Background: an optimization exercise with open tools, aiming at small area, a short achievable clock period and few clock cycles per item. Do not read the settings as production practice. Function was checked by simulation only, so behaviour that the tests miss may differ from the original. Power is estimated from default activity; no workload was simulated.

### flow/config.mk
export PLATFORM = sky130hd
export DESIGN_NAME = grayscale_rasterizer
export DESIGN_NICKNAME = grayscale_rasterizer
export VERILOG_FILES = /design/flow/design.v
export SDC_FILE = /design/flow/constraint.sdc
export NUM_CORES = 4
export LEC_CHECK = 0
export CAP_MARGIN = 20
export CORE_MARGIN = 2
export CORE_UTILIZATION = 80
export CTS_BUF_LIST = sky130_fd_sc_hd__clkbuf_4 sky130_fd_sc_hd__clkbuf_8
export CTS_CLUSTER_DIAMETER = 60
export SLEW_MARGIN = 20
### flow/standard.sh
#!/bin/bash
# synth_recipe.tcl (not shown) runs the flow's synth.tcl, then flattens the netlist and writes it again
# the make line also repeats each setting of config.mk as NAME=value (left out here)
make -C /OpenROAD-flow-scripts/flow DESIGN_CONFIG=/design/flow/config.mk WORK_HOME=/design/flow/orfs CLKGATE_MAP_FILE= SYNTH_SCRIPT=/design/flow/synth_recipe.tcl "${@:-finish}"
### flow/flow/run.sh
#!/bin/bash
set -euo pipefail
export BUFFER_PORTS_ARGS="-buffer_cell sky130_fd_sc_hd__buf_1"
bash standard.sh > standard.log 2>&1
### flow/design.v
module grayscale_rasterizer (
    input  wire        clk,
    input  wire        rst,
    input  wire        cmd_valid,
    output wire        cmd_ready,
    input  wire [39:0] cmd_word,
    input  wire        cmd_dec_ok,
    input  wire [7:0]  cmd_w,
    input  wire [7:0]  cmd_h,
    output wire [12:0] pix_addr,
    input  wire [7:0]  pix_rdata,
    output wire        tx_valid,
    output wire [7:0]  tx_data,
    output wire        tx_last,
    input  wire        tx_ready,
    input  wire        tx_err,
    output reg         log_valid,
    output wire [31:0] log_rec
);
    localparam [3:0] S_IDLE = 4'd0,
                     S_CHK  = 4'd1,
                     S_DIV  = 4'd2,
                     S_H0   = 4'd3,
                     S_H1   = 4'd4,
                     S_H2   = 4'd5,
                     S_P    = 4'd6,
                     S_PB   = 4'd7,
                     S_DONE = 4'd8,
                     S_Z    = 4'd9;
    localparam [1:0] C_OK = 2'd0, C_ILL = 2'd1, C_UNR = 2'd2, C_OOB = 2'd3;
    localparam [2:0] T_NONE  = 3'b000,
                     T_HDR   = 3'b001,
                     T_ZERO  = 3'b010,    
                     T_FULL  = 3'b100,    
                     T_FULLZ = 3'b110;    
    reg  [3:0]  state;
    reg  [7:0]  base_q;
    reg         fv_q, fh_q;
    reg  [7:0]  w_q, h_q;
    reg         cwa_q, cwb_q, dok_q;    
    reg  [6:0]  dq_q;
    reg  [5:0]  dr_q;
    reg  [7:0]  ra_q, rb_q;
    reg  [5:0]  ca_q, cb_q;
    reg  [3:0]  seg_q;
    reg  [7:0]  bidx_q;
    reg  [12:0] addr_q;
    reg  [2:0]  t1_q, t2_q;
    reg  [3:0]  lo_q;
    reg  [1:0]  hidx_q;
    reg  [1:0]  cnt_q;
    reg         idle_q;      
    reg         pbw_q;       
    reg         ub_q;        
    reg         tv_q, tl_q, hv_q;
    reg  [7:0]  td_q;
    reg  [8:0]  hd_q;
    reg         lk24_q, lk25_q, lk26_q, ls16_q, ls17_q;
    reg  [3:0]  lidx_q;
    assign log_rec = {5'd0, lk26_q, lk25_q, lk24_q, 5'd0, ls17_q, ls17_q, ls16_q,
                      base_q, 4'd0, lidx_q};
    assign cmd_ready = idle_q;
    assign pix_addr  = addr_q;
    assign tx_valid  = tv_q;
    assign tx_data   = td_q;
    assign tx_last   = tl_q;
    wire cmd_oob = (w_q == 8'd0) || (w_q > 8'd64) || (h_q == 8'd0) || (h_q > 8'd128);
    wire [1:0] code_q = !(cwa_q & cwb_q) ? C_ILL :
                        !dok_q           ? C_UNR :
                        cmd_oob          ? C_OOB : C_OK;
    wire chunk_start = (bidx_q[5:0] == 6'd0);
    wire use_b  = ub_q;
    wire [7:0] rc = use_b ? rb_q : ra_q;
    wire [5:0] cc = use_b ? cb_q : ca_q;
    wire frz = rc[7];
    wire [6:0] cc1   = {1'b0, cc} + 7'd1;
    wire       cwrap = (cc1 == w_q[6:0]);
    wire [7:0] inc_r = (cwrap && !frz) ? rc + 8'd1 : rc;
    wire [5:0] inc_c = cwrap ? 6'd0 : cc1[5:0];
    wire [6:0] js    = {1'b0, cc} + {1'b0, dr_q};
    wire [7:0] jt    = {1'b0, js} - w_q;
    wire       jcy   = !jt[7];
    wire [5:0] jmp_c = jcy ? jt[5:0] : js[5:0];
    wire [7:0] jsum  = rc + {1'b0, dq_q} + {7'd0, jcy};
    wire [7:0] jmp_r = frz ? rc : jsum;
    wire       odd_n = w_q[0] & h_q[0];
    wire [7:0] vrow  = odd_n ? inc_r : rc;
    wire       cvld  = (vrow < h_q);
    wire [6:0] img_r = fv_q ? rc[6:0] : (h_q[6:0] + ~rc[6:0]);
    wire [5:0] img_c = fh_q ? (w_q[5:0] + ~cc) : cc;
    wire take  = tv_q & tx_ready;
    wire freet = ~tv_q | tx_ready;
    wire kill  = take & tl_q & tx_err;
    wire tdir    = (t1_q == T_NONE) & (t2_q == T_NONE) & ~tag[2];
    wire tshort  = (t1_q == T_NONE) & ~tag[2];
    wire [2:0] acode = tdir ? tag : t2_q;
    wire arr     = (acode != T_NONE);
    wire arr_hdr = (acode == T_HDR);
    wire arr_lst = acode[0] & (acode[2] | acode[1]);
    wire [3:0] hi_n = (acode[2] & ~acode[1]) ? pix_rdata[7:4] : 4'd0;
    wire [7:0] hdr_b = (hidx_q == 2'd0) ? 8'h23 :
                       (hidx_q == 2'd1) ? (base_q + {6'd0, seg_q[3:2]}) :
                                          {6'd0, seg_q[1:0]};
    wire [7:0] arr_b = arr_hdr ? hdr_b : {hi_n, lo_q};
    wire go = ~cnt_q[1];
    wire last_b = (bidx_q == 8'd255);
    wire [3:0] st_after = (seg_q == 4'd15) ? S_DONE : S_H0;
    reg  [3:0] st_n;
    reg  [2:0] tag;
    reg        iss;       
    reg        adv;       
    reg        upd_a, upd_b, jmp_b;
    always @(*) begin
        st_n  = state;
        tag   = T_NONE;
        iss   = 1'b0;
        adv   = 1'b0;
        upd_a = 1'b0;
        upd_b = 1'b0;
        jmp_b = 1'b0;
        case (state)
            S_IDLE: if (cmd_valid) st_n = S_CHK;
            S_CHK:  st_n = (code_q == C_OK) ? S_DIV : S_IDLE;
            S_DIV:  if (!jcy) st_n = S_H0;
            S_H0: if (go) begin tag = T_HDR; iss = 1'b1; st_n = S_H1; end
            S_H1: if (go) begin tag = T_HDR; iss = 1'b1; st_n = S_H2; end
            S_H2: if (go) begin tag = T_HDR; iss = 1'b1; st_n = S_P;  end
            S_P: if (cvld) begin
                upd_a = 1'b1;
                jmp_b = chunk_start;
                st_n  = S_PB;
            end else begin
                st_n  = S_Z;
            end
            S_Z: if (go) begin
                tag = {2'b01, last_b};
                iss = 1'b1;
                adv = 1'b1;
                if (last_b) st_n = st_after;
            end
            S_PB: if (go) begin
                iss   = 1'b1;
                upd_b = 1'b1;
                tag   = {1'b1, ~cvld, last_b};
                adv   = 1'b1;
                st_n  = last_b ? st_after : S_P;
            end
            S_DONE: if (cnt_q == 2'd0) st_n = S_IDLE;
            default: st_n = S_IDLE;
        endcase
    end
    wire [1:0] cnt_n = cnt_q + {1'b0, iss} - {1'b0, take};
    always @(posedge clk) begin
        cwa_q <= (cmd_word[39:32] == 8'h01) && (cmd_word[31:26] == 6'd0);
        cwb_q <= (cmd_word[25:10] == 16'd0);
        dok_q <= cmd_dec_ok;
        if (state == S_IDLE) begin
            base_q <= cmd_word[7:0];
            fv_q   <= cmd_word[8];
            fh_q   <= cmd_word[9];
            w_q    <= cmd_w;
            h_q    <= cmd_h;
        end else if (state == S_CHK && code_q == C_ILL) begin
            base_q <= 8'd0;
        end
        if (state == S_CHK) begin
            dq_q   <= 7'd1;
            dr_q   <= -w_q[5:0];
            rb_q   <= 8'd0;
            cb_q   <= 6'd0;
            seg_q  <= 4'd0;
            bidx_q <= 8'd0;
        end else begin
            if (state == S_DIV && jcy) begin
                dq_q <= jsum[6:0];
                dr_q <= jt[5:0];
            end
            if (upd_a) begin
                ra_q <= inc_r;
                ca_q <= inc_c;
            end
            if (jmp_b) begin
                rb_q <= jmp_r;
                cb_q <= jmp_c;
            end else if (upd_b) begin
                rb_q <= inc_r;
                cb_q <= inc_c;
            end
            if (adv) begin
                bidx_q <= bidx_q + 8'd1;
                if (last_b) seg_q <= seg_q + 4'd1;
            end
        end
        if (!pbw_q) addr_q <= {img_r, img_c};
        lo_q   <= t1_q[2] ? pix_rdata[7:4] : 4'd0;
        if (arr) hd_q <= {arr_lst, arr_b};
        if (freet) begin
            td_q <= hv_q ? hd_q[7:0] : arr_b;
            tl_q <= hv_q ? hd_q[8]   : arr_lst;
        end
        ub_q <= (st_n == S_PB) ||
                ((state == S_CHK) ? 1'b1 : adv ? (bidx_q[5:0] == 6'd63) : chunk_start);
        lk24_q <= (state == S_CHK) ? (code_q == C_ILL || code_q == C_UNR) : 1'b1;
        lk25_q <= (state == S_CHK) ? (code_q == C_OOB) : 1'b1;
        lk26_q <= (state == S_CHK) ? (code_q == C_ILL) : 1'b0;
        ls16_q <= (state == S_CHK) ? (code_q != C_ILL) : 1'b0;
        ls17_q <= (state != S_CHK);
        lidx_q <= (state == S_CHK) ? 4'd0 : seg_q - 4'd1;
        if (rst) begin
            state     <= S_IDLE;
            t1_q      <= T_NONE;
            t2_q      <= T_NONE;
            cnt_q     <= 2'd0;
            tv_q      <= 1'b0;
            hv_q      <= 1'b0;
            hidx_q    <= 2'd0;
            idle_q    <= 1'b1;
            pbw_q     <= 1'b0;
            log_valid <= 1'b0;
        end else if (kill) begin
            state     <= S_IDLE;
            t1_q      <= T_NONE;
            t2_q      <= T_NONE;
            cnt_q     <= 2'd0;
            tv_q      <= 1'b0;
            hv_q      <= 1'b0;
            hidx_q    <= 2'd0;
            idle_q    <= 1'b1;
            pbw_q     <= 1'b0;
            log_valid <= 1'b1;
        end else begin
            state     <= st_n;
            idle_q    <= (st_n == S_IDLE);
            t1_q      <= tshort ? T_NONE : tag;
            t2_q      <= (tshort & ~tdir) ? tag : t1_q;
            cnt_q     <= cnt_n;
            pbw_q     <= (st_n == S_PB) & cnt_n[1];
            if (freet) tv_q <= hv_q | arr;
            hv_q      <= freet ? (hv_q & arr) : (hv_q | arr);
            if (arr_hdr) hidx_q <= (hidx_q == 2'd2) ? 2'd0 : hidx_q + 2'd1;
            log_valid <= (state == S_CHK) && (code_q != C_OK);
        end
    end
endmodule
### flow/constraint.sdc
create_clock -name core_clock -period 28.0 [get_ports {clk}]
set_input_delay 5.6000 -clock core_clock [delete_from_list [all_inputs] [get_ports {clk}]]
set_output_delay 5.6000 -clock core_clock [all_outputs]
set_load 0.01 [all_outputs]
==> impl_metrics.csv, run 1 <==
group,metric,value,unit
outcome,outcome,"complete, no violations",
clock_network,cts.sinks,146,
worst_setup_path,cp-endpoint,"tx_data[2]",
logic_synthesis,ys_warn_count,1,
sta,slew_headroom,0.336,
logic_synthesis,ys_seq_area_frac,0.435,
clock_network,ctsResizeCount,0,
finish,syn2layout_area_growth,9.61,%
sta,finalCritPeriodShare,0.240,
logic_synthesis,syn_area_per_cell,9.93,um2
routing,wirelength,23.6,mm
worst_setup_path,cp-start-kind,"flop",
clock_network,htree_levels,4,
global_route,track_usage,0.422,
logic_synthesis,synth.distinct_cells,74,
finish,antennaDiodeCount,0,
routing,drc,0,
clock_network,ctsHoldBuffers,0,
worst_setup_path,r2r_setup_slack,21.54,ns
worst_setup_path,cp.arrival,1.13,ns
routing,ant_nets,0,
clock_network,insertion_delay,0.46,ns
finish,largest_reg_flops,13,
floorplan,fp.coreArea,10300,um2
sta,hold_viol,0,
worst_setup_path,path_depth,1,
place,numPortBuffers,108,
logic_synthesis,synth_top_area_share,0.272,
sta,tightestPinTransition,0.993,ns
power_and_ir_drop,peakVddDrop,0.108,mV
routing,first_pass_iters,6,
worst_setup_path,cp_slowest_cell,"edfxtp_1",
finish,fill_cells,450,
logic_synthesis,ys_top_cells_by_count,"nor2_1 (86), edfxtp_1 (77), dfxtp_1 (69), inv_1 (66), a21oi_1 (54)",
routing,drtIter0Drc,936,
worst_setup_path,slowest_delay,0.51,ns
worst_setup_path,r2r_start,"ub_q$_DFF_P_",
logic_synthesis,synth_fa_ha_area_frac,0.0871,
logic_synthesis,synth_top_family_by_area,"simple AND/OR/NAND/NOR gates",
logic_synthesis,synth_area_leaders,"edfxtp_1 (27%), dfxtp_1 (16%), ha_1 (7.1%)",
global_route,antenna_found_initial,0,
finish,largest-register,"addr_q",
clock_network,root_buffer,"clkbuf_8",
logic_synthesis,netlist_area,8500,um2
global_route,grt_pass1_vias,7299,
worst_setup_path,crit_buf_inv,1,
floorplan,initial_core_util,0.823,
clock_network,cts_tree,"built",
sta,report.final.slew_viol_count,0,
logic_synthesis,ys_seq_elements,146,
worst_setup_path,worstPathRequired,22.40,ns
logic_synthesis,synth.largest_area_cell,"edfxtp_1",
logic_synthesis,yosys.area_share.xor_xnor,0.0779,
logic_synthesis,synth_cells,856,
sta,max_freq,0.149,GHz
place,dp.final_hpwl,15.5,mm
power_and_ir_drop,p_per_area,136,nW/um2
sta,setup_tns,0,ns
finish,seq_area,3690,um2
finish,nets,1076,
finish,final_core_util,0.902,
logic_synthesis,synth-compound-area-share,0.127,
logic_synthesis,async_flop_share,0,
logic_synthesis,synthSimpleGateAreaFrac,0.157,
routing,wl_per_cell,21.5,um
logic_synthesis,synth_mux_area_frac,0.0536,
global_route,grt_max_degree,28,
logic_synthesis,synth_flop_cell,"edfxtp_1",
worst_setup_path,crit_family,"flip-flops",
worst_setup_path,ff2ff_path_depth,20,
sta,finalClockSkew,0.0160,ns
routing,vias,7397,
floorplan,die_y,107,um
worst_setup_path,startpoint,"td_q[2]$_DFFE_PN_",
global_route,grt_overflow,0,
routing,vias_per_cell,6.72,
global_route,grt_pass1_wl,37.0,mm
floorplan,ios,127,
floorplan,rows,37,
place,gp_congestion,0.979,
logic_synthesis,synth_edf_count,77,
finish,reg_top3,"addr_q (13), hd_q (9)",
worst_setup_path,cp_max_fo,1,
worst_setup_path,path_class,"flop to primary output",
worst_setup_path,reg2reg_to,"pbw_q$_SDFF_PP0_",
floorplan,dieWidth,107,um
sta,setup_viol,0,
clock_network,path_clk_slew,0.08,ns
floorplan,die_area,11500,um2
min_path,hp-class,"flop to flop",
worst_setup_path,cp_cell_sequence,"buf_1",
finish,multi_input_area,4330,um2
logic_synthesis,yosys.cell_count.top_type,"nor2_1",
finish,drive_gt1_frac,0.0768,
sta,rsz0062_at_grt,"no",
worst_setup_path,crit_path_end_kind,"primary output",
clock_network,cts_setup_buffers,0,
power_and_ir_drop,p_leak,3.86,nW
clock_network,max-clock-path-buffers,2,
sta,fin_crit,6.73,ns
clock_network,cts_buffers,17,
flow_run,cap_violations,0,
==> through the flow <==
| stage | instances | setup WS (ns) | power, mW | hold slack, ns | instance area, um2 |
|---|---|---|---|---|---|
| 2_1_floorplan | 869 | 21.30 | 0.831 | 0.414 | 8550 |
| 3_3_place_gp | 1068 | 21.11 | 0.947 | 0.455 | 8870 |
| 3_5_place_dp | 1068 | 21.02 | 0.999 | 0.468 | 8870 |
| 4_1_cts | 1100 | 21.33 | 1.23 | 0.479 | 9320 |
| 5_1_grt | 1100 | 21.23 | 1.32 | 0.511 | 9320 |
| 6_report | 1100 | 21.27 | 1.26 | 0.484 | 9320 |
==> how the worst min path moves through the flow <==
stage	startpoint	to	slack (ns)	depth (start not counted)
after floorplan	dok_q$_DFF_P_	lk24_q$_SDFF_PN1_	0.41	1
after global placement	t1_q[0]$_SDFF_PP0_	t2_q[0]$_SDFF_PP0_	0.45	2
after detailed placement	rb_q[1]$_SDFFE_PP0P_	rb_q[1]$_SDFFE_PP0P_	0.47	2
after CTS	rb_q[1]$_SDFFE_PP0P_	rb_q[1]$_SDFFE_PP0P_	0.48	2
after global routing	rb_q[1]$_SDFFE_PP0P_	rb_q[1]$_SDFFE_PP0P_	0.51	2
final	rb_q[1]$_SDFFE_PP0P_	rb_q[1]$_SDFFE_PP0P_	0.48	2
==> cells by family (layout without fill, tap and decap cells) <==
| group | Yosys count | in the layout |
|---|---|---|
| compound gates | 160 | 160 |
| xor+xnor | 70 | 70 |
| fa+ha+maj | 55 | 55 |
| buf+inv | 115 | 210 |
| flops | 146 | 146 |
| mux | 41 | 41 |
| other cells | 1 | 14 |
| simple gates | 268 | 268 |
==> cell type report <==
| type | count | share of cell area |
|---|---|---|
| multi-input combinational | 608 | 0.465 |
| sequential | 146 | 0.396 |
| timing repair buffer | 112 | 0.0467 |
| inverter | 66 | 0.0266 |
| clock buffer | 18 | 0.0259 |
| clock inverter | 14 | 0.0215 |
| tap | 136 | 0.0183 |
==> where the power goes <==
group	switching (mW)	leakage [nW]	internal [mW]
clock network	0.0882	0.225	0.0999
logic	0.439	2.28	0.253
registers	0.0606	1.35	0.323
==> layer usage <==
metal  vias to the layer above  part of all wire  wire (um)  GRT usage
met4                         0             0.051       1220      0.226
met5                         -                 0          0          0
met3                       144              0.10       2480      0.114
met2                       609              0.49      11600      0.709
met1                      3442              0.35       8300      0.493
li1                       3202                 -          -          -
==> cells in the final DEF, fill, tap and decap left out, types with 4 or more instances in the layout <==
master	n
buf_1	108
nor2_1	86
edfxtp_1	77
dfxtp_1	69
inv_1	66
a21oi_1	54
xnor2_1	50
ha_1	48
nand2_1	47
o21ai_0	24
mux2i_1	22
nor3_1	22
nand3_1	20
and2_1	19
clkbuf_8	17
xor2_1	16
nand4_1	15
mux2_2	14
conb_1	14
nor4_1	13
a21o_1	11
nor2b_1	10
a211oi_1	9
o21bai_1	7
nand2b_1	7
o31ai_1	7
fa_1	7
and3_1	5
or2_2	5
mux2i_2	4
nand3b_1	4
or3_1	4
a211o_1	4
a31oi_1	4
inv_6	4
bufinv_16	4
buf_4	4
Testbench counts, summed over its fixed seeds: cycles 353,278, frames 768.
==> inputs of run 2 (changes only) <==
--- a/flow/config.mk
+++ b/flow/config.mk
@@ -7,7 +7,7 @@
 export LEC_CHECK = 0
 export CAP_MARGIN = 20
 export CORE_MARGIN = 2
-export CORE_UTILIZATION = 80
+export CORE_UTILIZATION = 70
 export CTS_BUF_LIST = sky130_fd_sc_hd__clkbuf_4 sky130_fd_sc_hd__clkbuf_8
 export CTS_CLUSTER_DIAMETER = 60
 export SLEW_MARGIN = 20
==> run 2 against run 1 <==
  * Global-route usage decreased by 13 points
  * Still clean on timing, DRC and antenna
  * Core utilization decreased by 12 points
  * Sequential share of layout area about the same
  * Sequential power decreased by 2%
  * Routed wire length decreased by 21%
  * Hold slack improved by 0.020 ns
  * Combinational power decreased by 11%
==> impl_metrics.csv, run 2 <==
group,metric,value,unit
outcome,outcome,"complete, no violations",
logic_synthesis,synth_cells,856,
logic_synthesis,yosys.cell_count.top_type,"nor2_1",
finish,multi_input_area,4330,um2
sta,setup_tns,0,ns
clock_network,ctsResizeCount,0,
finish,seq_area,3690,um2
sta,slew_headroom,0.364,
routing,drc,0,
finish,largest_reg_flops,13,
clock_network,insertion_delay,0.46,ns
routing,drtIter0Drc,802,
floorplan,rows,40,
worst_setup_path,crit_buf_inv,1,
logic_synthesis,ys_seq_area_frac,0.435,
logic_synthesis,synth_edf_count,77,
finish,largest-register,"addr_q",
logic_synthesis,synth_flop_cell,"edfxtp_1",
power_and_ir_drop,p_leak,3.86,nW
clock_network,max-clock-path-buffers,2,
clock_network,cts_tree,"built",
clock_network,root_buffer,"clkbuf_8",
routing,ant_nets,0,
clock_network,cts.sinks,146,
logic_synthesis,ys_warn_count,1,
clock_network,path_clk_slew,0.08,ns
logic_synthesis,ys_top_cells_by_count,"nor2_1 (86), edfxtp_1 (77), dfxtp_1 (69), inv_1 (66), a21oi_1 (54)",
finish,drive_gt1_frac,0.0768,
worst_setup_path,worstPathRequired,22.40,ns
worst_setup_path,cp_max_fo,4,
floorplan,ios,127,
place,gp_congestion,0.920,
routing,wirelength,18.6,mm
place,placed_cells,1079,
logic_synthesis,syn_area_per_cell,9.93,um2
clock_network,ctsHoldBuffers,0,
finish,reg_top3,"addr_q (13), hd_q (9)",
global_route,track_usage,0.296,
worst_setup_path,slowest_delay,0.45,ns
finish,antennaDiodeCount,0,
flow_run,cap_violations,0,
logic_synthesis,ys_seq_elements,146,
floorplan,initial_core_util,0.714,
worst_setup_path,cp-start-kind,"flop",
place,place_ws,20.99,ns
logic_synthesis,netlist_area,8500,um2
sta,setup_viol,0,
sta,finalClockSkew,0.0120,ns
place,numPortBuffers,108,
finish,nets,1076,
floorplan,fp.coreArea,11900,um2
worst_setup_path,cp.arrival,1.07,ns
sta,report.final.slew_viol_count,0,
routing,first_pass_iters,6,
clock_network,htree_levels,4,
worst_setup_path,crit_path_end_kind,"primary output",
finish,mostFrequentLayoutCells,"buf_1 (108), nor2_1 (86), edfxtp_1 (77), dfxtp_1 (69), inv_1 (66)",
logic_synthesis,async_flop_share,0,
routing,vias,6524,
clock_network,cts_buffers,17,
worst_setup_path,cp_cell_sequence,"buf_1",
routing,vias_per_cell,5.87,
global_route,grt_overflow,0,
logic_synthesis,synth_area_leaders,"edfxtp_1 (27%), dfxtp_1 (16%), ha_1 (7.1%)",
worst_setup_path,path_class,"flop to primary output",
global_route,antenna_found_initial,0,
finish,final_common_cell,"buf_1",
floorplan,die_area,13000,um2
clock_network,cts_setup_buffers,0,
logic_synthesis,synth_top_area_share,0.272,
sta,finalCritPeriodShare,0.238,
floorplan,die_y,114,um
finish,syn2layout_area_growth,9.72,%
worst_setup_path,crit_family,"flip-flops",
global_route,grt_pass1_vias,6283,
logic_synthesis,synth.distinct_cells,74,
sta,rsz0062_at_grt,"no",
finish,stdcell_count,1111,
floorplan,dieWidth,114,um
sta,fin_crit,6.67,ns
power_and_ir_drop,p_per_area,125,nW/um2
sta,finalWorstSetupSlack,21.33,ns
place,dp.final_hpwl,13.9,mm
routing,wl_per_cell,16.8,um
sta,max_freq,0.150,GHz
sta,hold_viol,0,
min_path,hp-class,"flop to flop",
global_route,grt_pass1_wl,30.1,mm
logic_synthesis,synth.largest_area_cell,"edfxtp_1",
worst_setup_path,cp_slowest_cell,"edfxtp_1",
sta,tightestPinTransition,0.950,ns
finish,fill_cells,810,
power_and_ir_drop,peakVddDrop,0.0688,mV
global_route,grt_max_degree,35,
run 2: where the power goes:
| group | switching [mW] | internal, mW |
|---|---|---|
| Combinational | 0.366 | 0.248 |
| Clock | 0.0774 | 0.101 |
| Sequential | 0.0530 | 0.323 |
run 2: final timing paths:
check | endpoint | cells after the start | start | slack, ns
worst min register to register | bidx_q[7]$_SDFFE_PP0P_ | 2 | bidx_q[7]$_SDFFE_PP0P_ | 0.50
worst max register to register | pbw_q$_SDFF_PP0_ | 20 | ub_q$_DFF_P_ | 21.85
worst max-delay path | log_rec[13] | 1 | base_q[5]$_SDFFCE_PN0P_ | 21.33
worst min-delay path | bidx_q[7]$_SDFFE_PP0P_ | 2 | bidx_q[7]$_SDFFE_PP0P_ | 0.50
run 2: cell families (layout without fill, tap and decap cells):
family / count (synthesis) / in the layout / share of synthesized area
muxes: 41 / 41 / 0.0536
DFF: 146 / 146 / 0.435
other: 1 / 14 / 0.000441
AOI/OAI and AO/OA: 160 / 160 / 0.127
and+or+nand+nor: 268 / 268 / 0.157
buffers and inverters: 115 / 210 / 0.0627
xor gates and xnor gates: 70 / 70 / 0.0779
adders and majority gates: 55 / 55 / 0.0871
run 2: cell type report:
cell class              count  area share
inverters                  66      0.0266
flip-flops and latches    146       0.396
clock buffers              24      0.0334
well taps                 147      0.0197
multi-input cells         608       0.464
clock inverters             8      0.0134
repair buffers            112      0.0467
run 2: metrics by stage:
stage	power, mW	instance area [um2]	util	hold WS, ns
floorplan	0.831	8550	-	0.414
global placement	0.944	8890	0.746	0.452
detailed placement	0.979	8890	0.746	0.484
CTS	1.16	9330	0.783	0.495
global route	1.25	9330	0.783	0.536
finish	1.17	9330	0.783	0.504
run 2: routing by layer:
metal | up-vias | wire [um] | global-route usage | part of all wire
li1 | 3197 | - | - | -
met1 | 3064 | 8120 | 0.383 | 0.44
met2 | 223 | 8770 | 0.481 | 0.47
met3 | 40 | 1340 | 0.0852 | 0.072
met4 | 0 | 418 | 0.0976 | 0.022
met5 | - | 0 | 0 | 0
run 2: worst reg2reg max path, delay by kind of cell, from the launching register on:
kind                     cells  cell delay [ns]
adder cells (fa/ha/maj)      2             0.52
multiplexers                 1             0.38
buffers and inverters        3             1.00
AND/OR/NAND/NOR              8             2.53
flip-flops                   1             0.31
XOR/XNOR                     1             0.20
AO/OA/AOI/OAI                5             1.14
==> inputs of run 3 (changes only) <==
--- a/flow/config.mk
+++ b/flow/config.mk
@@ -7,7 +7,6 @@
 export LEC_CHECK = 0
 export CAP_MARGIN = 20
 export CORE_MARGIN = 2
-export CORE_UTILIZATION = 70
-export CTS_BUF_LIST = sky130_fd_sc_hd__clkbuf_4 sky130_fd_sc_hd__clkbuf_8
-export CTS_CLUSTER_DIAMETER = 60
+export CORE_UTILIZATION = 75
+export CTS_BUF_LIST = sky130_fd_sc_hd__clkbuf_8
 export SLEW_MARGIN = 20
==> run 3 against run 2 <==
  * Clock skew increased by 0.0047 ns
  * Largest cell class unchanged
  * Sequential cell count unchanged
  * Die area decreased by 6.4%
  * Critical path type unchanged
  * Clock power decreased by 9%
  * Non-clock buffer count increased by 1
  * Critical path depth unchanged
  * Global-route usage increased by 4.3 points
  * Core utilization increased by 6.5 points
  * Sequential share of layout area increased by 0.24 points
==> impl_metrics.csv, run 3 <==
group,metric,value,unit
logic_synthesis,yosys.cell_count.top_type,"nor2_1",
finish,fin_area,9270,um2
routing,wirelength,20.3,mm
clock_network,path_clk_slew,0.08,ns
power_and_ir_drop,p_leak,3.85,nW
finish,final_common_cell,"buf_1",
power_and_ir_drop,p_per_area,127,nW/um2
finish,antennaDiodeCount,0,
logic_synthesis,async_flop_share,0,
logic_synthesis,netlist_area,8500,um2
clock_network,max-clock-path-buffers,2,
worst_setup_path,cp-start-kind,"flop",
floorplan,die_area,12200,um2
sta,finalWorstSetupSlack,21.33,ns
routing,wl_per_cell,18.4,um
global_route,antenna_found_initial,0,
place,dp.final_hpwl,15.0,mm
place,placed_cells,1073,
worst_setup_path,cp_cell_sequence,"buf_1",
sta,tightestPinTransition,0.888,ns
finish,drive_gt1_frac,0.0725,
outcome,outcome,"complete, no violations",
floorplan,ios,127,
routing,drc,0,
sta,setup_viol,0,
worst_setup_path,cp-endpoint,"log_rec[13]",
finish,reg_top3,"addr_q (13), hd_q (9)",
routing,vias,6874,
logic_synthesis,synth_area_leaders,"edfxtp_1 (27%), dfxtp_1 (16%), ha_1 (7.1%)",
logic_synthesis,ys_seq_elements,146,
floorplan,dieWidth,110,um
sta,fin_crit,6.67,ns
worst_setup_path,crit_path_end_kind,"primary output",
finish,largest-register,"addr_q",
clock_network,cts_tree,"built",
flow_run,cap_violations,0,
sta,slew_headroom,0.408,
logic_synthesis,synth_cells,856,
routing,ant_nets,0,
worst_setup_path,r2r_setup_slack,21.72,ns
floorplan,fp.coreArea,10900,um2
worst_setup_path,crit_family,"flip-flops",
logic_synthesis,ys_top_cells_by_count,"nor2_1 (86), edfxtp_1 (77), dfxtp_1 (69), inv_1 (66), a21oi_1 (54)",
worst_setup_path,cp.arrival,1.07,ns
clock_network,cts.sinks,146,
power_and_ir_drop,peakVddDrop,0.100,mV
floorplan,initial_core_util,0.777,
worst_setup_path,slowest_delay,0.45,ns
logic_synthesis,synth.distinct_cells,74,
routing,vias_per_cell,6.22,
finish,syn2layout_area_growth,9.05,%
global_route,grt_overflow,0,
sta,max_freq,0.150,GHz
worst_setup_path,cp_max_fo,4,
sta,hold_viol,0,
sta,rsz0062_at_grt,"no",
logic_synthesis,synth_flop_cell,"edfxtp_1",
place,placed_cell_area,8890,um2
worst_setup_path,path_depth,1,
floorplan,die_y,110,um
logic_synthesis,synth_edf_count,77,
clock_network,cts_setup_buffers,0,
clock_network,htree_levels,4,
worst_setup_path,r2r_start,"ub_q$_DFF_P_",
logic_synthesis,synth_top_area_share,0.272,
worst_setup_path,crit_buf_inv,1,
min_path,min_path_cells,2,
finish,mostFrequentLayoutCells,"buf_1 (108), nor2_1 (86), edfxtp_1 (77), inv_1 (71), dfxtp_1 (69)",
place,gp_congestion,0.982,
global_route,grt_pass1_wl,33.1,mm
place,place_ws,21.02,ns
global_route,grt_max_degree,45,
sta,setup_tns,0,ns
power_and_ir_drop,total_power,1.18,mW
clock_network,ctsResizeCount,0,
routing,first_pass_iters,6,
finish,largest_reg_flops,13,
clock_network,root_buffer,"clkbuf_8",
worst_setup_path,startpoint,"base_q[5]$_SDFFCE_PN0P_",
worst_setup_path,cp_slowest_cell,"edfxtp_1",
sta,finalClockSkew,0.0167,ns
floorplan,rows,38,
sta,finalCritPeriodShare,0.238,
finish,stdcell_count,1105,
min_path,hp-class,"flop to flop",
finish,nets,1077,
place,numPortBuffers,108,
routing,drtIter0Drc,698,
logic_synthesis,ys_warn_count,1,
worst_setup_path,reg2reg_to,"pbw_q$_SDFF_PP0_",
worst_setup_path,ff2ff_path_depth,20,
logic_synthesis,ys_seq_area_frac,0.435,
logic_synthesis,syn_area_per_cell,9.93,um2
global_route,track_usage,0.339,
clock_network,cts_buffers,17,
sta,report.final.slew_viol_count,0,
worst_setup_path,path_class,"flop to primary output",
logic_synthesis,synth.largest_area_cell,"edfxtp_1",
clock_network,ctsHoldBuffers,0,
global_route,grt_pass1_vias,6891,
worst_setup_path,worstPathRequired,22.40,ns
clock_network,insertion_delay,0.46,ns
run 3: cell type report:
class | instances | area [um2]
Timing Repair Buffer | 113 | 443
Clock buffer | 19 | 262
Clock inverter | 13 | 120
Fill cell | 627 | 1670
Inverter | 66 | 248
Sequential cell | 146 | 3690
Tap cell | 140 | 175
Multi-Input combinational cell | 608 | 4330
run 3: through the flow:
| step | utilization | hold WS (ns) |
|---|---|---|
| 2_1_floorplan | - | 0.414 |
| 3_3_place_gp | 0.813 | 0.450 |
| 3_5_place_dp | 0.813 | 0.476 |
| 4_1_cts | 0.848 | 0.486 |
| 5_1_grt | 0.848 | 0.506 |
| 6_report | 0.848 | 0.482 |
run 3: power by group:
part	total (mW)	leakage (nW)	internal (mW)	switching, mW
clock network	0.162	0.217	0.0826	0.0794
logic	0.641	2.29	0.250	0.391
registers	0.377	1.35	0.323	0.0539
run 3: worst min path at each step:
stage | start | to | slack [ns]
after global placement | t1_q[0]$_SDFF_PP0_ | t2_q[0]$_SDFF_PP0_ | 0.45
final | rb_q[1]$_SDFFE_PP0P_ | rb_q[1]$_SDFFE_PP0P_ | 0.48
after CTS | rb_q[1]$_SDFFE_PP0P_ | rb_q[1]$_SDFFE_PP0P_ | 0.49
after global routing | rb_q[1]$_SDFFE_PP0P_ | rb_q[1]$_SDFFE_PP0P_ | 0.51
after floorplan | dok_q$_DFF_P_ | lk24_q$_SDFF_PN1_ | 0.41
after detailed placement | rb_q[1]$_SDFFE_PP0P_ | rb_q[1]$_SDFFE_PP0P_ | 0.48
run 3: worst reg2reg max path, cell delays in order (launching register included):
cell      delay, ns
dfxtp_1        0.32
buf_4          0.32
mux2i_1        0.39
inv_1          0.17
ha_1           0.28
nand4_1        0.15
nand2_1        0.11
xnor3_1        0.21
nand4_1        0.48
nor2_1         0.86
a41o_1         0.37
o21a_1         0.14
ha_1           0.24
nand4_1        0.13
o221ai_1       0.29
or2_2          0.41
nor4_2         0.24
o31ai_2        0.15
inv_1          0.50
o21ai_1        0.25
nor3_1         0.20
run 3: metal layers:
metal	wire length, um	up-vias	GRT usage
met5	0	-	0
met4	786	0	0.153
met3	1750	79	0.0823
met2	9990	368	0.571
met1	7800	3221	0.413
li1	-	3206	-
run 3: cells by family after synthesis:
logic type	share of synthesized area
AND/OR/NAND/NOR	0.157
AO/OA/AOI/OAI	0.127
flip-flops	0.435
buffers and inverters	0.0627
XOR/XNOR	0.0779
adder cells (fa/ha/maj)	0.0871
multiplexers	0.0536
other	0.000441
==> inputs of run 4 (changes only) <==
--- a/flow/design.v
+++ b/flow/design.v
@@ -125,12 +125,10 @@
             S_H0: if (go) begin tag = T_HDR; iss = 1'b1; st_n = S_H1; end
             S_H1: if (go) begin tag = T_HDR; iss = 1'b1; st_n = S_H2; end
             S_H2: if (go) begin tag = T_HDR; iss = 1'b1; st_n = S_P;  end
-            S_P: if (cvld) begin
+            S_P: begin
                 upd_a = 1'b1;
                 jmp_b = chunk_start;
-                st_n  = S_PB;
-            end else begin
-                st_n  = S_Z;
+                st_n  = cvld ? S_PB : S_Z;
             end
             S_Z: if (go) begin
                 tag = {2'b01, last_b};
--- a/flow/config.mk
+++ b/flow/config.mk
@@ -7,6 +7,7 @@
 export LEC_CHECK = 0
 export CAP_MARGIN = 20
 export CORE_MARGIN = 2
-export CORE_UTILIZATION = 75
-export CTS_BUF_LIST = sky130_fd_sc_hd__clkbuf_8
+export CORE_UTILIZATION = 70
+export CTS_BUF_LIST = sky130_fd_sc_hd__clkbuf_4 sky130_fd_sc_hd__clkbuf_8
+export CTS_CLUSTER_DIAMETER = 60
 export SLEW_MARGIN = 20
==> run 4 against run 3 <==
  * Still clean on timing, DRC and antenna
  * Synthesized cell count is 0.12% higher
  * Clock-buffer cell count is 2 lower
  * Via count is 1.7% lower
  * Sequential power hardly changed
  * Combinational power is 2% lower
  * Clock skew is 0.0064 ns lower
  * First-iteration DRC count is 31% lower
  * Critical endpoint is now tx_last
  * Highest routed layer unchanged
==> impl_metrics.csv, run 4 <==
group,metric,value,unit
power_and_ir_drop,peakVddDrop,0.0810,mV
sta,tightestPinTransition,1.01,ns
place,gp_congestion,0.943,
logic_synthesis,synth_area_leaders,"edfxtp_1 (27%), dfxtp_1 (16%), ha_1 (7.0%)",
clock_network,path_clk_slew,0.08,ns
worst_setup_path,crit_buf_inv,1,
finish,syn2layout_area_growth,9.84,%
sta,slew_headroom,0.321,
logic_synthesis,async_flop_share,0,
place,dp.final_hpwl,14.5,mm
sta,fin_crit,6.70,ns
finish,nets,1076,
worst_setup_path,path_class,"flop to primary output",
sta,finalClockSkew,0.0103,ns
flow_run,cap_violations,0,
clock_network,ctsHoldBuffers,0,
sta,rsz0062_at_grt,"no",
clock_network,root_buffer,"clkbuf_8",
worst_setup_path,r2r_setup_slack,21.83,ns
worst_setup_path,worstPathRequired,22.40,ns
routing,ant_nets,0,
place,numPortBuffers,108,
finish,final_core_util,0.783,
clock_network,htree_levels,4,
power_and_ir_drop,p_per_area,126,nW/um2
routing,wl_per_cell,17.6,um
routing,drc,0,
worst_setup_path,cp-start-kind,"flop",
routing,vias_per_cell,6.08,
global_route,grt_overflow,0,
logic_synthesis,ys_seq_area_frac,0.433,
global_route,track_usage,0.311,
finish,drive_gt1_frac,0.0830,
clock_network,cts_tree,"built",
floorplan,rows,40,
global_route,grt_pass1_vias,6694,
sta,report.final.slew_viol_count,0,
logic_synthesis,synth_top_area_share,0.271,
logic_synthesis,synth.distinct_cells,78,
power_and_ir_drop,p_leak,3.82,nW
outcome,outcome,"complete, no violations",
finish,final_common_cell,"buf_1",
finish,stdcell_count,1111,
clock_network,max-clock-path-buffers,2,
logic_synthesis,synth_cells,857,
finish,mostFrequentLayoutCells,"buf_1 (108), edfxtp_1 (77), nor2_1 (71), dfxtp_1 (69), a21oi_1 (61)",
min_path,hp-class,"flop to flop",
worst_setup_path,slowest_delay,0.48,ns
floorplan,dieWidth,114,um
worst_setup_path,cp_slowest_cell,"edfxtp_1",
logic_synthesis,synth_edf_count,77,
global_route,grt_max_degree,41,
floorplan,initial_core_util,0.713,
routing,vias,6754,
global_route,grt_pass1_wl,31.7,mm
sta,setup_viol,0,
sta,setup_tns,0,ns
finish,largest-register,"addr_q",
worst_setup_path,crit_path_end_kind,"primary output",
worst_setup_path,cp.arrival,1.10,ns
logic_synthesis,ys_top_cells_by_count,"edfxtp_1 (77), nor2_1 (71), dfxtp_1 (69), a21oi_1 (61), inv_1 (57)",
finish,largest_reg_flops,13,
place,placed_cells,1079,
clock_network,cts.sinks,146,
floorplan,fp.coreArea,12000,um2
logic_synthesis,netlist_area,8530,um2
worst_setup_path,cp_max_fo,3,
routing,first_pass_iters,7,
floorplan,die_area,13100,um2
clock_network,ctsResizeCount,0,
logic_synthesis,synth_flop_cell,"edfxtp_1",
finish,antennaDiodeCount,0,
finish,reg_top3,"addr_q (13), hd_q (9)",
worst_setup_path,cp_cell_sequence,"buf_1",
sta,max_freq,0.149,GHz
worst_setup_path,crit_family,"flip-flops",
logic_synthesis,syn_area_per_cell,9.96,um2
global_route,antenna_found_initial,0,
clock_network,cts_setup_buffers,0,
logic_synthesis,synth.largest_area_cell,"edfxtp_1",
logic_synthesis,ys_seq_elements,146,
routing,drtIter0Drc,480,
routing,wirelength,19.5,mm
floorplan,ios,127,
sta,hold_viol,0,
sta,finalCritPeriodShare,0.239,
logic_synthesis,ys_warn_count,1,
clock_network,cts_buffers,17,
clock_network,insertion_delay,0.46,ns
floorplan,die_y,114,um
logic_synthesis,yosys.cell_count.top_type,"edfxtp_1",
-- run 4: cell count changes after synthesis, moves of 5 or more --
cell      previous run  this run
clkbuf_1            17        22
o31ai_1              7         2
inv_1               66        57
nand3_1             20        28
a21o_1              11        17
mux2i_1             22        17
nor2_1              86        71
nor3b_1              0         5
a21oi_1             54        61
-- run 4: worst paths after layout --
kind | from | depth (start not counted) | endpoint
max reg2reg | ub_q$_DFF_P_ | 24 | rb_q[6]$_SDFFE_PP0P_
min | dq_q[4]$_SDFFE_PP0P_ | 2 | dq_q[4]$_SDFFE_PP0P_
min reg2reg | dq_q[4]$_SDFFE_PP0P_ | 2 | dq_q[4]$_SDFFE_PP0P_
max | tl_q$_DFFE_PN_ | 1 | tx_last
-- run 4: layout make-up --
class / count / area (um2)
Clock buffer: 17 / 234
Tap cell: 147 / 184
Inverter: 60 / 225
Multi-Input combinational cell: 611 / 4380
Fill cell: 803 / 2590
Sequential cell: 146 / 3690
Clock inverter: 15 / 196
Timing Repair Buffer: 115 / 458
-- run 4: cells by family after synthesis --
group	count (synthesis)	share of synthesized area
and+or+nand+nor	255	0.153
AOI/OAI and AO/OA	179	0.140
DFF	146	0.433
buffers and inverters	113	0.0614
xor gates and xnor gates	71	0.0777
adders and majority gates	55	0.0868
muxes	37	0.0472
other	1	0.000440
-- run 4: layer usage --
metal  wire length [um]  GRT usage  up-vias
li1                   -          -     3253
met5                  0          0        -
met4                480      0.141        0
met2               9760      0.524      264
met1               8140      0.390     3196
met3               1170     0.0556       41
-- run 4: power by group --
| group | internal (mW) | switching (mW) |
|---|---|---|
| clock | 0.0908 | 0.0881 |
| sequential | 0.319 | 0.0552 |
| combinational | 0.248 | 0.383 |
-- run 4: per-stage QoR --
step | setup slack, ns | area (um2) | power [mW] | hold WS, ns
detailed placement | 20.89 | 8940 | 0.997 | 0.473
global route | 21.26 | 9370 | 1.27 | 0.507
CTS | 21.29 | 9370 | 1.18 | 0.486
global placement | 20.91 | 8940 | 0.967 | 0.452
floorplan | 21.16 | 8580 | 0.842 | 0.433
finish | 21.30 | 9370 | 1.18 | 0.485
Testbench counts of run 4, summed over its fixed seeds: cycles 353,278, frames 768.
==> inputs of run 5 (changes only) <==
--- a/flow/design.v
+++ b/flow/design.v
@@ -51,6 +51,7 @@
     reg  [1:0]  cnt_q;
     reg         idle_q;      
     reg         pbw_q;       
+    reg         kill_q;      
     reg         ub_q;        
     reg         tv_q, tl_q, hv_q;
     reg  [7:0]  td_q;
@@ -125,10 +126,12 @@
             S_H0: if (go) begin tag = T_HDR; iss = 1'b1; st_n = S_H1; end
             S_H1: if (go) begin tag = T_HDR; iss = 1'b1; st_n = S_H2; end
             S_H2: if (go) begin tag = T_HDR; iss = 1'b1; st_n = S_P;  end
-            S_P: begin
+            S_P: if (cvld) begin
                 upd_a = 1'b1;
                 jmp_b = chunk_start;
-                st_n  = cvld ? S_PB : S_Z;
+                st_n  = S_PB;
+            end else begin
+                st_n  = S_Z;
             end
             S_Z: if (go) begin
                 tag = {2'b01, last_b};
@@ -214,8 +217,9 @@
             hidx_q    <= 2'd0;
             idle_q    <= 1'b1;
             pbw_q     <= 1'b0;
+            kill_q    <= 1'b0;
             log_valid <= 1'b0;
-        end else if (kill) begin
+        end else if (kill_q) begin
             state     <= S_IDLE;
             t1_q      <= T_NONE;
             t2_q      <= T_NONE;
@@ -225,6 +229,7 @@
             hidx_q    <= 2'd0;
             idle_q    <= 1'b1;
             pbw_q     <= 1'b0;
+            kill_q    <= 1'b0;
             log_valid <= 1'b1;
         end else begin
             state     <= st_n;
@@ -233,8 +238,9 @@
             t2_q      <= (tshort & ~tdir) ? tag : t1_q;
             cnt_q     <= cnt_n;
             pbw_q     <= (st_n == S_PB) & cnt_n[1];
-            if (freet) tv_q <= hv_q | arr;
-            hv_q      <= freet ? (hv_q & arr) : (hv_q | arr);
+            if (kill | freet) tv_q <= ~kill & (hv_q | arr);
+            hv_q      <= ~kill & (freet ? (hv_q & arr) : (hv_q | arr));
+            kill_q    <= kill;
             if (arr_hdr) hidx_q <= (hidx_q == 2'd2) ? 2'd0 : hidx_q + 2'd1;
             log_valid <= (state == S_CHK) && (code_q != C_OK);
         end
--- a/flow/config.mk
+++ b/flow/config.mk
@@ -7,7 +7,6 @@
 export LEC_CHECK = 0
 export CAP_MARGIN = 20
 export CORE_MARGIN = 2
-export CORE_UTILIZATION = 70
-export CTS_BUF_LIST = sky130_fd_sc_hd__clkbuf_4 sky130_fd_sc_hd__clkbuf_8
-export CTS_CLUSTER_DIAMETER = 60
+export CORE_UTILIZATION = 75
+export CTS_BUF_LIST = sky130_fd_sc_hd__clkbuf_8
 export SLEW_MARGIN = 20
==> run 5 against run 4 <==
  * Die area fell by 6.6%
  * Critical path type unchanged
  * Clock skew rose by 0.0030 ns
  * Combinational power fell by 92%
  * Largest cell class unchanged
  * Core utilization rose by 6.8 points
  * Still clean on timing, DRC and antenna
  * Cell count fell by 1.8%
  * Power fell by 61%
  * Clock power fell by 2%
  * Highest routed layer unchanged
  * First-iteration DRC count rose by 47%
  * Sequential cell count rose by 1
  * Clock-buffer cell count did not move
  * Global-route usage rose by 2.9 points
==> impl_metrics.csv, run 5 <==
group,metric,value,unit
outcome,outcome,"complete, no violations",
sta,tightestPinTransition,0.993,ns
routing,ant_nets,0,
finish,reg_top3,"addr_q (13), hd_q (9)",
global_route,grt_use_met2,0.586,
logic_synthesis,synth_cells,839,
finish,largest_reg_flops,13,
worst_setup_path,cp_slowest_cell,"edfxtp_1",
clock_network,ctsResizeCount,0,
routing,wirelength,20.3,mm
floorplan,fp.coreArea,10900,um2
clock_network,root_buffer,"clkbuf_8",
routing,vias_per_cell,6.22,
sta,report.final.slew_viol_count,0,
min_path,min_path_cells,2,
floorplan,ios,127,
global_route,grt_max_degree,34,
global_route,grt_pass1_wl,33.3,mm
power_and_ir_drop,peakVddDrop,0.0532,mV
sta,slew_headroom,0.336,
sta,setup_tns,0,ns
clock_network,ctsHoldBuffers,0,
clock_network,htree_levels,4,
logic_synthesis,synth_edf_count,77,
clock_network,path_clk_slew,0.09,ns
power_and_ir_drop,p_per_area,50.2,nW/um2
global_route,grt_overflow,0,
worst_setup_path,cp-start-kind,"flop",
floorplan,die_area,12200,um2
sta,fin_crit,6.72,ns
sta,finalCritPeriodShare,0.240,
global_route,antenna_found_initial,0,
sta,finalClockSkew,0.0133,ns
logic_synthesis,synth_flop_cell,"edfxtp_1",
worst_setup_path,r2r_setup_slack,22.11,ns
worst_setup_path,reg2reg_to,"cb_q[1]$_SDFFE_PP0P_",
routing,drc,0,
global_route,use_met3,0.0906,
routing,wl_per_cell,18.6,um
sta,hold_viol,0,
routing,vias,6784,
worst_setup_path,crit_path_end_kind,"primary output",
routing,drtIter0Drc,704,
global_route,grt_pass1_vias,6946,
floorplan,initial_core_util,0.778,
finish,mostFrequentLayoutCells,"buf_1 (108), nor2_1 (77), edfxtp_1 (77), dfxtp_1 (70), inv_1 (57)",
worst_setup_path,cp.arrival,1.12,ns
logic_synthesis,netlist_area,8510,um2
finish,final_core_util,0.851,
sta,setup_viol,0,
routing,first_pass_iters,5,
sta,rsz0062_at_grt,"no",
clock_network,cts.sinks,147,
logic_synthesis,synth.distinct_cells,78,
floorplan,die_y,111,um
floorplan,dieWidth,111,um
clock_network,cts_tree,"built",
global_route,track_usage,0.339,
logic_synthesis,ys_warn_count,1,
worst_setup_path,r2r_start,"ub_q$_DFF_P_",
clock_network,insertion_delay,0.48,ns
logic_synthesis,ys_seq_area_frac,0.436,
finish,nets,1063,
power_and_ir_drop,p_leak,3.87,nW
place,gp_congestion,0.942,
finish,syn2layout_area_growth,9.38,%
logic_synthesis,async_flop_share,0,
finish,final_common_cell,"buf_1",
logic_synthesis,synth_area_leaders,"edfxtp_1 (27%), dfxtp_1 (16%), ha_1 (7.1%)",
finish,antennaDiodeCount,0,
flow_run,cap_violations,0,
clock_network,max-clock-path-buffers,2,
min_path,min_to,"rb_q[1]$_SDFFE_PP0P_",
clock_network,cts_setup_buffers,0,
worst_setup_path,crit_buf_inv,1,
logic_synthesis,syn_area_per_cell,10.1,um2
place,numPortBuffers,108,
min_path,hold_path_startpoint,"rb_q[1]$_SDFFE_PP0P_",
logic_synthesis,ys_seq_elements,147,
sta,max_freq,0.149,GHz
finish,largest-register,"addr_q",
floorplan,rows,38,
min_path,hp-class,"flop to flop",
worst_setup_path,worstPathRequired,22.40,ns
logic_synthesis,synth.largest_area_cell,"edfxtp_1",
worst_setup_path,path_class,"flop to primary output",
worst_setup_path,crit_family,"flip-flops",
global_route,top_usage_layer,"met2",
logic_synthesis,synth_top_area_share,0.272,
logic_synthesis,ys_top_cells_by_count,"edfxtp_1 (77), nor2_1 (77), dfxtp_1 (70), inv_1 (56), xnor2_1 (54)",
worst_setup_path,cp_cell_sequence,"buf_1",
worst_setup_path,slowest_delay,0.47,ns
clock_network,cts_buffers,17,
worst_setup_path,ff2ff_path_depth,20,
global_route,use_met1,0.408,
place,dp.final_hpwl,14.5,mm
worst_setup_path,cp_max_fo,5,
finish,drive_gt1_frac,0.0862,
[run 5: worst reg2reg max path, cell delays in order, from the launching register on]
cell      delay (ns)
dfxtp_1         0.31
buf_4           0.32
mux2_2          0.48
ha_1            0.29
nand4b_1        0.16
a22oi_1         0.12
xnor2_1         0.32
nand2_1         0.21
nor2_1          0.80
nand2_1         0.17
nor3_1          0.28
xnor2_1         0.11
ha_1            0.32
a21o_1          0.18
a21o_1          0.18
a21o_1          0.21
nor2_1          0.20
and3_1          0.19
a221o_2         0.56
nand2b_1        0.26
o21ai_1         0.11
[run 5: where the power goes]
part / switching, mW / total (mW) / internal [mW]
logic: 0.0314 / 0.0526 / 0.0211
clock network: 0.0863 / 0.175 / 0.0888
registers: 0.00577 / 0.240 / 0.234
[run 5: how the worst max path moves through the flow]
stage	depth (start not counted)	endpoint	slack, ns	start
floorplan	7	cnt_q[1]$_SDFF_PP0_	21.32	tx_ready
global placement	8	pbw_q$_SDFF_PP0_	21.13	tx_ready
detailed placement	8	cnt_q[1]$_SDFF_PP0_	21.11	tx_ready
CTS	1	log_rec[11]	21.28	base_q[3]$_SDFFCE_PN0P_
global route	1	log_rec[11]	21.25	base_q[3]$_SDFFCE_PN0P_
finish	1	log_rec[11]	21.28	base_q[3]$_SDFFCE_PN0P_
[run 5: logic make-up after synthesis]
family	count (synthesis)	share of synthesized area
other	1	0.000440
buffers and inverters	106	0.0620
multiplexers	40	0.0523
XOR/XNOR	71	0.0772
adder cells (fa/ha/maj)	56	0.0882
flip-flops	147	0.436
AO/OA/AOI/OAI	150	0.125
AND/OR/NAND/NOR	268	0.159
[run 5: metrics by stage]
| step | cells | hold WS, ns | setup WS [ns] | instance area (um2) | total power, mW |
|---|---|---|---|---|---|
| after floorplan | 852 | 0.428 | 21.32 | 8560 | 0.280 |
| after global placement | 1059 | 0.437 | 21.13 | 8900 | 0.291 |
| after detailed placement | 1059 | 0.455 | 21.11 | 8900 | 0.295 |
| after CTS | 1091 | 0.467 | 21.28 | 9310 | 0.466 |
| after global routing | 1091 | 0.523 | 21.25 | 9310 | 0.481 |
| final | 1091 | 0.465 | 21.28 | 9310 | 0.467 |
[run 5: final cells by class]
cell class	count	area (um2)
multi-input combinational	599	4330
sequential	147	3710
fill	629	1620
timing repair buffer	115	458
clock buffer	17	234
inverter	58	218
clock inverter	15	179
tap	140	175
[run 5: routing by layer]
layer,vias up,wire [um]
met5,-,0
met2,373,10200
met3,58,1660
met1,3208,7900
li1,3145,-
met4,0,520
Testbench counts of run 5, summed over its fixed seeds: cycles 353,278, frames 768.
==> inputs of run 6 (changes only) <==
--- a/flow/design.v
+++ b/flow/design.v
@@ -17,16 +17,16 @@
     output reg         log_valid,
     output wire [31:0] log_rec
 );
-    localparam [3:0] S_IDLE = 4'd0,
-                     S_CHK  = 4'd1,
-                     S_DIV  = 4'd2,
-                     S_H0   = 4'd3,
-                     S_H1   = 4'd4,
-                     S_H2   = 4'd5,
-                     S_P    = 4'd6,
-                     S_PB   = 4'd7,
-                     S_DONE = 4'd8,
-                     S_Z    = 4'd9;
+    localparam [3:0] S_IDLE = 4'd15,
+                     S_CHK  = 4'd14,
+                     S_DIV  = 4'd12,
+                     S_H0   = 4'd8,
+                     S_H1   = 4'd9,
+                     S_H2   = 4'd11,
+                     S_P    = 4'd2,
+                     S_PB   = 4'd3,
+                     S_DONE = 4'd0,
+                     S_Z    = 4'd6;
     localparam [1:0] C_OK = 2'd0, C_ILL = 2'd1, C_UNR = 2'd2, C_OOB = 2'd3;
     localparam [2:0] T_NONE  = 3'b000,
                      T_HDR   = 3'b001,
==> run 6 against run 5 <==
  * Design area shrank 0.81%
  * Largest power group unchanged
  * Combinational power rose to 2.7 times the previous value
  * First-iteration DRC count grew 12%
  * Still clean on timing, DRC and antenna
  * Sequential share of layout area rose by 0.32 points
  * Clock power shrank 3%
  * Routed wire length is 0.86% higher
  * Non-clock buffer count did not move
  * Hold slack better by 0.0086 ns
  * Via count grew 1.9%
  * Critical path depth stayed put
==> impl_metrics.csv, run 6 <==
group,metric,value,unit
logic_synthesis,yosys.cell_count.top_type,"edfxtp_1",
floorplan,rows,38,
worst_setup_path,cp_slowest_cell,"edfxtp_1",
clock_network,htree_levels,4,
finish,final_common_cell,"buf_1",
worst_setup_path,crit_path_end_kind,"primary output",
sta,finalCritPeriodShare,0.239,
logic_synthesis,synth.largest_area_cell,"edfxtp_1",
floorplan,dieWidth,110,um
worst_setup_path,crit_buf_inv,1,
finish,nets,1074,
logic_synthesis,async_flop_share,0,
logic_synthesis,synth_cells,849,
power_and_ir_drop,p_leak,3.87,nW
routing,ant_nets,0,
worst_setup_path,startpoint,"base_q[3]$_SDFFCE_PN0P_",
flow_run,cap_violations,0,
outcome,outcome,"complete, no violations",
logic_synthesis,ys_top_cells_by_count,"edfxtp_1 (77), nor2_1 (71), dfxtp_1 (70), nand2_1 (59), inv_1 (56)",
worst_setup_path,cp_cell_sequence,"buf_1",
global_route,track_usage,0.351,
global_route,antenna_found_initial,0,
clock_network,insertion_delay,0.46,ns
place,gp_congestion,0.946,
floorplan,initial_core_util,0.774,
logic_synthesis,synth_area_leaders,"edfxtp_1 (27%), dfxtp_1 (17%), ha_1 (7.1%)",
routing,vias,6914,
routing,wirelength,20.4,mm
worst_setup_path,cp-start-kind,"flop",
routing,drc,0,
global_route,grt_pass1_wl,32.2,mm
logic_synthesis,ys_seq_elements,147,
clock_network,ctsResizeCount,0,
clock_network,cts.sinks,147,
logic_synthesis,synth_edf_count,77,
worst_setup_path,crit_family,"flip-flops",
routing,wl_per_cell,18.5,um
worst_setup_path,path_class,"flop to primary output",
clock_network,cts_buffers,17,
sta,setup_viol,0,
logic_synthesis,netlist_area,8430,um2
global_route,grt_max_degree,41,
logic_synthesis,synth_flop_cell,"edfxtp_1",
routing,wl_met1,8.15,mm
global_route,grt_overflow,0,
floorplan,die_area,12100,um2
power_and_ir_drop,p_switching,0.181,mW
sta,fin_crit,6.69,ns
finish,mostFrequentLayoutCells,"buf_1 (108), edfxtp_1 (77), dfxtp_1 (70), nor2_1 (69), inv_1 (60)",
finish,largest_reg_flops,13,
worst_setup_path,worstPathRequired,22.40,ns
min_path,hold_path_startpoint,"rb_q[0]$_SDFFE_PP0P_",
power_and_ir_drop,peakVddDrop,0.0477,mV
clock_network,root_buffer,"clkbuf_8",
floorplan,die_y,110,um
logic_synthesis,syn_area_per_cell,9.93,um2
clock_network,max-clock-path-buffers,2,
finish,drive_gt1_frac,0.0738,
worst_setup_path,cp.arrival,1.09,ns
place,numPortBuffers,108,
routing,wl_met3,1.72,mm
floorplan,ios,127,
worst_setup_path,r2r_setup_slack,21.56,ns
routing,met2_length,9.87,mm
min_path,hp-class,"flop to flop",
power_and_ir_drop,swShare,0.310,
place,dp.final_hpwl,14.8,mm
finish,largest-register,"addr_q",
routing,drtIter0Drc,788,
sta,tightestPinTransition,0.998,ns
clock_network,cts_setup_buffers,0,
worst_setup_path,slowest_delay,0.46,ns
sta,finalWorstSetupSlack,21.31,ns
logic_synthesis,ys_warn_count,1,
sta,hold_viol,0,
sta,report.final.slew_viol_count,0,
power_and_ir_drop,p_int,0.403,mW
routing,first_pass_iters,5,
sta,rsz0062_at_grt,"no",
sta,setup_tns,0,ns
floorplan,fp.coreArea,10900,um2
worst_setup_path,cp_max_fo,5,
finish,syn2layout_area_growth,9.56,%
power_and_ir_drop,combPwrFrac,0.246,
finish,antennaDiodeCount,0,
sta,slew_headroom,0.334,
power_and_ir_drop,clockPowerShare,0.291,
sta,max_freq,0.150,GHz
global_route,grt_pass1_vias,6800,
power_and_ir_drop,sequentialPowerShare,0.463,
clock_network,path_clk_slew,0.08,ns
logic_synthesis,synth_top_area_share,0.274,
routing,vias_per_cell,6.27,
routing,routed.top_layer,"met4",
place,place_ws,21.10,ns
clock_network,cts_tree,"built",
logic_synthesis,synth.distinct_cells,72,
logic_synthesis,ys_seq_area_frac,0.440,
sta,finalClockSkew,0.0117,ns
finish,reg_top3,"addr_q (13), hd_q (9)",
clock_network,ctsHoldBuffers,0,
power_and_ir_drop,p_per_area,63.3,nW/um2
worst_setup_path,r2r_start,"ub_q$_DFF_P_",
==> run 6: changes by cell type after synthesis, moves of 4 or more <==
cell      before  now
a211oi_1       4   10
nand3_1       22   26
nand2_1       53   59
xnor2_1       54   46
buf_6          7    3
a21o_1        12    8
a211oi_2       8    0
o21ai_0       22   32
nor2_1        77   71
mux2i_1       24   20
or4_1          1    5
a31oi_1        1   12
o211ai_1       6    2
==> run 6: area by class of cell <==
cell class | count | area, um2
timing repair buffer | 115 | 458
tap | 140 | 175
inverter | 58 | 218
clock inverter | 13 | 141
multi-input combinational | 610 | 4270
fill | 603 | 1650
clock buffer | 19 | 262
sequential | 147 | 3710
==> run 6: kinds of logic (layout without fill, tap and decap cells) <==
logic type | after synthesis | in the layout | share of synthesized area
other | 1 | 14 | 0.000445
muxes | 37 | 37 | 0.0481
DFF | 147 | 147 | 0.440
and+or+nand+nor | 280 | 280 | 0.169
adders and majority gates | 56 | 56 | 0.0890
AOI/OAI and AO/OA | 158 | 158 | 0.120
xor gates and xnor gates | 65 | 65 | 0.0733
buffers and inverters | 105 | 205 | 0.0595
==> run 6: stage by stage <==
stage / hold WS [ns] / std cells / power [mW] / util / area [um2]
after floorplan: 0.429 / 862 / 0.376 / - / 8480
final: 0.473 / 1102 / 0.585 / 0.848 / 9240
after detailed placement: 0.464 / 1070 / 0.416 / 0.811 / 8830
after global placement: 0.438 / 1070 / 0.408 / 0.811 / 8830
after CTS: 0.473 / 1102 / 0.583 / 0.848 / 9240
after global routing: 0.504 / 1102 / 0.612 / 0.848 / 9240
==> run 6: metal layers <==
layer,vias to the layer above,GRT usage
met3,80,0.0794
li1,3191,-
met5,-,0
met1,3253,0.440
met2,390,0.578
met4,0,0.164
==> run 6: power by group through the flow <==
stage | clock, mW | sequential (mW) | combinational (mW)
global placement | 0 | 0.274 | 0.134
floorplan | 0 | 0.275 | 0.101
detailed placement | 0 | 0.275 | 0.141
global route | 0.180 | 0.273 | 0.160
finish | 0.170 | 0.270 | 0.144
CTS | 0.170 | 0.270 | 0.143
==> run 6: final timing paths <==
path | depth (start not counted) | to
setup reg to reg | 25 | rb_q[5]$_SDFFE_PP0P_
hold / removal | 2 | rb_q[0]$_SDFFE_PP0P_
setup / recovery | 1 | log_rec[11]
hold reg to reg | 2 | rb_q[0]$_SDFFE_PP0P_
Testbench counts of run 6, summed over its fixed seeds: cycles 353,278, frames 768.
==> inputs of run 7 (changes only) <==
--- a/flow/design.v
+++ b/flow/design.v
@@ -51,7 +51,6 @@
     reg  [1:0]  cnt_q;
     reg         idle_q;      
     reg         pbw_q;       
-    reg         kill_q;      
     reg         ub_q;        
     reg         tv_q, tl_q, hv_q;
     reg  [7:0]  td_q;
@@ -217,9 +216,8 @@
             hidx_q    <= 2'd0;
             idle_q    <= 1'b1;
             pbw_q     <= 1'b0;
-            kill_q    <= 1'b0;
             log_valid <= 1'b0;
-        end else if (kill_q) begin
+        end else if (kill) begin
             state     <= S_IDLE;
             t1_q      <= T_NONE;
             t2_q      <= T_NONE;
@@ -229,7 +227,6 @@
             hidx_q    <= 2'd0;
             idle_q    <= 1'b1;
             pbw_q     <= 1'b0;
-            kill_q    <= 1'b0;
             log_valid <= 1'b1;
         end else begin
             state     <= st_n;
@@ -238,9 +235,8 @@
             t2_q      <= (tshort & ~tdir) ? tag : t1_q;
             cnt_q     <= cnt_n;
             pbw_q     <= (st_n == S_PB) & cnt_n[1];
-            if (kill | freet) tv_q <= ~kill & (hv_q | arr);
-            hv_q      <= ~kill & (freet ? (hv_q & arr) : (hv_q | arr));
-            kill_q    <= kill;
+            if (freet) tv_q <= hv_q | arr;
+            hv_q      <= freet ? (hv_q & arr) : (hv_q | arr);
             if (arr_hdr) hidx_q <= (hidx_q == 2'd2) ? 2'd0 : hidx_q + 2'd1;
             log_valid <= (state == S_CHK) && (code_q != C_OK);
         end
==> run 7 against run 6 <==
  * Clock-buffer cell count shrank 2
  * Power grew 90%
  * Maximum frequency shrank 2.5%
  * Die area shrank 1.4%
  * Non-clock buffer count is the same
  * Register-to-register slack gained 0.22 ns
  * Sequential power grew 36%
  * Combinational power grew to 3.9 times the previous value
  * Area after synthesis shrank 1.5%
  * Still clean
  * Sequential cell count shrank 1
  * Hold slack gained 0.015 ns
==> impl_metrics.csv, run 7 <==
group,metric,value,unit
sta,finalCritPeriodShare,0.245,
worst_setup_path,slowest_delay,0.40,ns
place,dp.final_hpwl,14.9,mm
logic_synthesis,ys_seq_elements,146,
finish,nets,1063,
clock_network,htree_levels,4,
routing,wl_per_cell,18.9,um
floorplan,ios,127,
logic_synthesis,ys_top_cells_by_count,"edfxtp_1 (77), nor2_1 (73), dfxtp_1 (69), nand2_1 (65), inv_1 (57)",
global_route,grt_pass1_wl,31.9,mm
power_and_ir_drop,p_leak,3.78,nW
floorplan,dieWidth,109,um
finish,syn2layout_area_growth,10.3,%
global_route,grt_max_degree,45,
worst_setup_path,cp.arrival,7.21,ns
clock_network,cts.sinks,146,
finish,antennaDiodeCount,0,
place,gp_congestion,0.925,
worst_setup_path,cp_cell_sequence,"buf_1 -> and2_1 -> nand3_1 -> nand2b_1 -> nor3_1 -> or3b_1 -> and2_1",
sta,setup_viol,0,
logic_synthesis,synth_flop_cell,"edfxtp_1",
logic_synthesis,async_flop_share,0,
floorplan,die_y,109,um
worst_setup_path,path_class,"primary input to flop",
worst_setup_path,cp-start-kind,"primary input",
sta,finalWorstSetupSlack,21.14,ns
worst_setup_path,cp_slowest_cell,"or3b_1",
place,placed_cell_area,8720,um2
sta,hold_viol,0,
routing,vias_per_cell,6.25,
clock_network,ctsResizeCount,0,
global_route,grt_overflow,0,
place,placed_cells,1058,
global_route,grt_pass1_vias,6856,
clock_network,ctsHoldBuffers,0,
global_route,track_usage,0.353,
finish,mostFrequentLayoutCells,"buf_1 (108), edfxtp_1 (77), nor2_1 (71), dfxtp_1 (69), nand2_1 (65)",
outcome,outcome,"complete, no violations",
sta,setup_tns,0,ns
clock_network,cts_tree,"built",
logic_synthesis,yosys.cell_count.top_type,"edfxtp_1",
logic_synthesis,synth_edf_count,77,
clock_network,cts_setup_buffers,0,
finish,largest-register,"addr_q",
worst_setup_path,cp_max_fo,10,
sta,fin_crit,6.86,ns
finish,drive_gt1_frac,0.0674,
logic_synthesis,synth_area_leaders,"edfxtp_1 (28%), dfxtp_1 (17%), ha_1 (7.2%)",
floorplan,initial_core_util,0.766,
[run 7: cell count changes after synthesis, moves of 5 or more]
| cell | previous run | this run |
|---|---|---|
| a31oi_1 | 12 | 6 |
| nand4_1 | 11 | 6 |
| xor2_1 | 15 | 20 |
| o21ai_1 | 6 | 1 |
| nand2_1 | 59 | 65 |
| nor3_1 | 21 | 27 |
[run 7: tightest hold or removal path, stage by stage (launching register included)]
cell and delay, ns:
dfxtp_1 0.32, nand3b_1 0.07, a21oi_1 0.06
[run 7: path summary, 6_finish.rpt]
kind,from,end,slack (ns),cells after the start
setup / recovery,tx_ready,idle_q$_SDFF_PP1_,21.14,7
hold / removal,rb_q[1]$_SDFFE_PP0P_,rb_q[1]$_SDFFE_PP0P_,0.49,2
setup reg to reg,ub_q$_DFF_P_,pbw_q$_SDFF_PP0_,21.78,19
hold reg to reg,rb_q[1]$_SDFFE_PP0P_,rb_q[1]$_SDFFE_PP0P_,0.49,2
[run 7: power breakdown]
part           switching [mW]  internal (mW)
Clock                  0.0820         0.0962
Sequential             0.0532          0.315
Combinational           0.346          0.217
Total                   0.481          0.629
[run 7: kinds of logic (layout without fill, tap and decap cells)]
| logic type | Yosys count | after routing | synth area share |
|---|---|---|---|
| compound gates | 150 | 150 | 0.114 |
| xor+xnor | 70 | 70 | 0.0804 |
| fa+ha+maj | 55 | 55 | 0.0892 |
| buf+inv | 102 | 203 | 0.0592 |
| flops | 146 | 146 | 0.445 |
| mux | 39 | 39 | 0.0512 |
| other cells | 1 | 14 | 0.000451 |
| simple gates | 273 | 273 | 0.161 |
[run 7: final cells by class]
class | count | area (um2) | share of cell area
clock buffer | 17 | 234 | 0.0255
clock inverter | 14 | 189 | 0.0206
inverter | 57 | 214 | 0.0234
multi-input combinational | 601 | 4190 | 0.457
sequential | 146 | 3690 | 0.403
tap | 140 | 175 | 0.0191
timing repair buffer | 115 | 465 | 0.0508
[run 7: layer usage]
layer	global-route usage	up-vias	wire length, um
met5	0	-	0
met1	0.407	3244	8080
met2	0.605	358	10200
li1	-	3131	-
met3	0.0897	77	1590
met4	0.188	0	712
Testbench counts of run 7, summed over its fixed seeds: cycles 353,278, frames 768.

Setup slack of run 7, layout unchanged: 21.142 ns with ideal ports, 21.154 ns with driving cells assumed (clock clkbuf_16, inputs buf_2), 20.658 ns with port delays also shifted by the 0.495 ns mid clock arrival.
